This is an optimization exercise on Yosys and OpenROAD, whose aim is small area, a short achievable clock period and few clock cycles per item, not a production implementation.
At most, simulation tests tie the RTL to the original design; equivalence was not proved.

==> job 5169: inputs <==
// dsk_decoder
module dsk_decoder (
    input  wire         clk,
    input  wire         rst,
    input  wire         in_valid,
    output wire         in_ready,
    input  wire [183:0] in_key,
    input  wire [4:0]   in_klen,
    output reg          out_valid,
    input  wire         out_ready,
    output reg          out_sign,
    output reg  [1:0]   out_class,
    output reg  [31:0]  out_exp,
    output reg  [5:0]   out_dcnt,
    output reg  [143:0] out_digits,
    output wire [2:0]   out_status,
    output wire [4:0]   out_detail
);
Settings: LEC_CHECK=0, ABC_AREA=1, CAP_MARGIN=60, CORE_MARGIN=2, CORE_UTILIZATION=65, CTS_BUF_LIST=sky130_fd_sc_hd__clkbuf_16, CTS_CLUSTER_DIAMETER=80, CTS_CLUSTER_SIZE=30, PLACE_DENSITY=0.7, SLEW_MARGIN=60; clock period 25.0 ns.
standard.sh (not shown) runs the stock make flow with config.mk's settings and CLKGATE_MAP_FILE= SYNTH_SCRIPT=/design/flow/synth_recipe.tcl, a recipe that flattens the netlist after the stock synthesis.
==> flow/flow/run.sh <==
#!/bin/bash
# The standard layout (the standard.sh, standard synthesis included), with
# plain buffers on the ports instead of the default port buffer cell.
set -euo pipefail
bash standard.sh "BUFFER_PORTS_ARGS=-buffer_cell sky130_fd_sc_hd__buf_1" finish > standard_flow.log 2>&1
==> job 4844: changes against job 5169 <==
--- a/flow/design.v
+++ b/flow/design.v
@@ -24,45 +24,47 @@
     reg         s1_sign;
     reg [1:0]   s1_cls;
     reg         s1_d1;
     reg         s1_adjpos;
     reg [30:0]  s1_ep;
     reg [119:0] s1_dec;
     reg [3:0]   s1_g;
+    reg [6:0]   s1_ke;
     reg         s1_e2;
     reg [3:0]   s1_det2;
     reg         s1_tail;
     wire         a_e1;
     wire [3:0]   a_det1;
     wire         a_sign;
     wire [1:0]   a_cls;
     wire         a_d1;
     wire         a_adjpos;
     wire [30:0]  a_ep;
     wire [119:0] a_dec;
     wire [3:0]   a_g;
+    wire [6:0]   a_ke;
     wire         a_e2;
     wire [3:0]   a_det2;
     wire         a_tail;
     dsk_stage_a sa (
         .key(s0_key), .klen(s0_klen),
         .e1(a_e1), .det1(a_det1), .sign(a_sign), .cls(a_cls), .d1(a_d1),
-        .adjpos(a_adjpos), .ep(a_ep), .dec(a_dec), .g(a_g),
+        .adjpos(a_adjpos), .ep(a_ep), .dec(a_dec), .g(a_g), .ke(a_ke),
         .e2(a_e2), .det2(a_det2), .tail(a_tail)
     );
     wire         b_sign;
     wire [1:0]   b_cls;
     wire [31:0]  b_exp;
     wire [5:0]   b_dcnt;
     wire [143:0] b_digits;
     wire         b_status;
     wire [3:0]   b_detail;
     dsk_stage_b sb (
         .e1(s1_e1), .det1(s1_det1), .sign_in(s1_sign), .cls_in(s1_cls), .d1(s1_d1),
-        .adjpos(s1_adjpos), .ep(s1_ep), .dec(s1_dec), .g(s1_g),
+        .adjpos(s1_adjpos), .ep(s1_ep), .dec(s1_dec), .g(s1_g), .ke(s1_ke),
         .e2(s1_e2), .det2(s1_det2), .tail(s1_tail),
         .sign(b_sign), .cls(b_cls), .exp(b_exp), .dcnt(b_dcnt),
         .digits(b_digits), .status(b_status), .detail(b_detail)
     );
     reg         out_st;
     reg [3:0]   out_det;
     reg         sk_v;
@@ -88,14 +90,15 @@
             s1_sign   <= a_sign;
             s1_cls    <= a_cls;
             s1_d1     <= a_d1;
             s1_adjpos <= a_adjpos;
             s1_ep     <= a_ep;
             s1_dec    <= a_dec;
             s1_g      <= a_g;
+            s1_ke     <= a_ke;
             s1_e2     <= a_e2;
             s1_det2   <= a_det2;
             s1_tail   <= a_tail;
             sk_sign   <= b_sign;
             sk_cls    <= b_cls;
             sk_exp    <= b_exp;
             sk_dcnt   <= b_dcnt;
@@ -183,14 +186,15 @@
     output wire         sign,
     output wire [1:0]   cls,
     output wire         d1,         
     output wire         adjpos,     
     output wire [30:0]  ep,         
     output wire [119:0] dec,        
     output wire [3:0]   g,          
+    output reg  [6:0]   ke,         
     output wire         e2,         
     output wire [3:0]   det2,
     output wire         tail        
 );
     integer i, j;
     genvar gk;
     wire [7:0] b0   = key[183:176];
@@ -334,14 +338,19 @@
             if (gk < 30)
                 assign ep[gk] = (pre[gk] & (xv[120 + gk] ^ ~tbit)) | ft[gk - 1];
             else
                 assign ep[gk] = ft[gk - 1];
         end
     endgenerate
     assign adjpos = key[183] ~^ tbit;
+    always @* begin
+        ke = 7'd0;
+        for (i = 1; i <= 12; i = i + 1)
+            if (gsel[3:0] == i) ke = adjpos ? (7'd0 - 3 * i - 1) : (7'd4 - 3 * i);
+    end
     reg [2:0] lastp;               
     always @* begin
         lastp = 3'd0;
         for (i = 0; i < 23; i = i + 1)
             lastp = lastp | ({3{lsel[i]}} & {|key[181 - 8*i -: 2], |key[179 - 8*i -: 2], |key[177 - 8*i -: 2]});
     end
     assign tail = (~r5[0] & lastp[0]) | ((r5[2] | r5[3] | r5[4]) & lastp[1]) |
@@ -386,15 +395,15 @@
         else begin
             r_e1   = 1'b0;
             r_sign = ~key[183];
         end
     end
     assign e1   = r_e1;
     assign det1 = r_det1;
-    assign sign = L1 ? ((b0 == 8'h00) | (b0 == 8'h40)) : ~key[183];
+    assign sign = r_sign;
     assign cls  = r_cls;
     assign d1   = r_d1;
     assign e2   = g_zero | g_many | r5[4];
     assign det2 = g_zero ? 4'd6 : g_many ? 4'd9 : 4'd10;
 endmodule
 module dsk_stage_b (
     input  wire         e1,
@@ -402,14 +411,15 @@
     input  wire         sign_in,
     input  wire [1:0]   cls_in,
     input  wire         d1,
     input  wire         adjpos,
     input  wire [30:0]  ep,
     input  wire [119:0] dec,
     input  wire [3:0]   g,
+    input  wire [6:0]   ke,
     input  wire         e2,
     input  wire [3:0]   det2,
     input  wire         tail,
     output wire         sign,
     output wire [1:0]   cls,
     output wire [31:0]  exp,
     output wire [5:0]   dcnt,
@@ -436,33 +446,14 @@
             if (!EREM[i]) lo_gt = lo_gt | (lo_eq & ep[i]);
             lo_eq = lo_eq & (ep[i] == EREM[i]);
         end
     end
     wire exp_large = ep[30] | (ep[29] & lo_gt);
     wire [5:0]  g3 = {g, 1'b0} + {2'b0, g};
     wire [31:0] xe = adjpos ? {1'b0, ep} : ~{1'b0, ep};
-    reg [6:0] kp, kn;
-    always @* begin
-        case (g)
-            4'd1: begin kp = 7'd124; kn = 7'd1; end
-            4'd2: begin kp = 7'd121; kn = 7'd126; end
-            4'd3: begin kp = 7'd118; kn = 7'd123; end
-            4'd4: begin kp = 7'd115; kn = 7'd120; end
-            4'd5: begin kp = 7'd112; kn = 7'd117; end
-            4'd6: begin kp = 7'd109; kn = 7'd114; end
-            4'd7: begin kp = 7'd106; kn = 7'd111; end
-            4'd8: begin kp = 7'd103; kn = 7'd108; end
-            4'd9: begin kp = 7'd100; kn = 7'd105; end
-            4'd10: begin kp = 7'd97; kn = 7'd102; end
-            4'd11: begin kp = 7'd94; kn = 7'd99; end
-            4'd12: begin kp = 7'd91; kn = 7'd96; end
-            default: begin kp = 7'd0; kn = 7'd0; end
-        endcase
-    end
-    wire [6:0] ke = adjpos ? kp : kn;
     wire [7:0]  lo = {1'b0, xe[6:0]} + {1'b0, ke};
     wire [24:0] xh = xe[31:7];
     reg  [24:0] pa1, pa2, pa4, pa8, pa16, pz1, pz2, pz4, pz8, pz16;
     reg  [24:0] allone, allzero;   
     always @* begin
         for (i = 0; i < 25; i = i + 1) begin pa1[i] = xh[i]; pz1[i] = ~xh[i]; end
         for (i = 0; i < 25; i = i + 1) begin
@@ -544,13 +535,13 @@
         else if (tail)        r_det = 4'd10;
         else if (zero_last)   r_det = 4'd12;
         else if (lead_bad)    r_det = 4'd13;
         else                  r_det = 4'd0;
     end
     assign detail = r_det;
     assign status = (r_det != 4'd0);
-    assign sign   = (ok | (e1 & (det1 == 4'd0))) & sign_in;
+    assign sign   = (e1 | ok) & sign_in;
     assign cls    = cls_in;
     assign exp    = {32{ok}} & fexp;
     assign dcnt   = ok ? g3 : {5'd0, d1};
     assign digits = fd;
 endmodule
==> flow/flow/run.sh (replaced) <==
#!/bin/bash
# The standard layout (the standard.sh, standard synthesis included), with
# plain buffers on the ports instead of the default port buffer cell.
set -euo pipefail
bash standard.sh "BUFFER_PORTS_ARGS=-buffer_cell sky130_fd_sc_hd__buf_2" finish > standard_flow.log 2>&1
Settings changed: CORE_UTILIZATION 65 to 40, CTS_BUF_LIST sky130_fd_sc_hd__clkbuf_16 to default, CTS_CLUSTER_DIAMETER 80 to default, CTS_CLUSTER_SIZE 30 to default, PLACE_DENSITY 0.7 to 0.6.
==> job 5489: changes against job 5169 <==
Settings changed: CORE_UTILIZATION 65 to 60.
==> key figures <==
Logic synthesis
  – Register bit total from synthesis: about 760
  – Area contributors post-synth: edfxtp_1, nand2_1, nand3_1
  – Adder-Cell Fraction of Synth Area: under 10%

Floorplanning
  – Die Y: 299 um

Run status
  – Status: timing/DRC/antenna clean

Place
  – DP Cell Count: 8589

Critical path
  – Top delay family on crit path: compound AO/OA/AOI/OAI gates

Layout
  – Sequential cell area share: 39.1%
Source of the figures above: job 5489

==> key figures <==
Layout
  – Sequential cell area share: between 30% and 40%

Place
  – DP Cell Count: 8491

Logic synthesis
  – Register bit total from synthesis: 759

Run status
  – Status: timing/DRC/antenna clean

Floorplanning
  – Die Y: 288 um
Source of the figures above: job 5169

==> key figures <==
Run status
  – Status: timing/DRC/antenna clean

Layout
  – Sequential cell area share: 38.0%

Floorplanning
  – Die Y: 361 um

Logic synthesis
  – Adder-Cell Fraction of Synth Area: approximately 1.4%
  – Register bit total from synthesis: 753

Critical path
  – Top delay family on crit path: simple AND/OR/NAND/NOR gates

Place
  – DP Cell Count: 8888
Source of the figures above: job 4844

Testbench counts of job 4844, summed over its fixed seeds: cycles 16,024, items 16,000.
For job 5169 and job 5489, only the layout was checked, not whether the RTL still works.

[static timing again, ports no longer ideal]
How much do the figures lean on ideal ports? The routed layouts below were timed once more, with nothing changed but the port constraints. Step 1 (the two cells are an assumption about what drives the block):
set clk [get_ports {clk}]
set_driving_cell -lib_cell sky130_fd_sc_hd__clkbuf_16 $clk
set_driving_cell -lib_cell sky130_fd_sc_hd__buf_2 [delete_from_list [all_inputs] $clk]
Step 2 times the ports against the registers' clock, not the clock port: input delays grow and output delays shrink by t, the midpoint of the rising clock arrivals with the driver on. Slacks: ideal / step 1 / step 2; pairs: ideal / step 1.
run | shift t [ns] | setup slack, ns | worst data-port slew with drivers (ns) | pins driven straight from the clock port
job 5169 | 0.710 | 18.533 / 18.533 / 18.270 | 0.04 | 1
job 4844 | 0.798 | 18.284 / 18.284 / 18.284 | 0.05 | 1
job 5489 | 0.710 | 18.658 / 18.627 / 18.542 | 0.05 | 1
After both steps every run listed still meets setup and hold. For job 5169, which loses most, drivers alone change the setup slack by 0.000 ns; drivers and shift together by -0.263 ns.
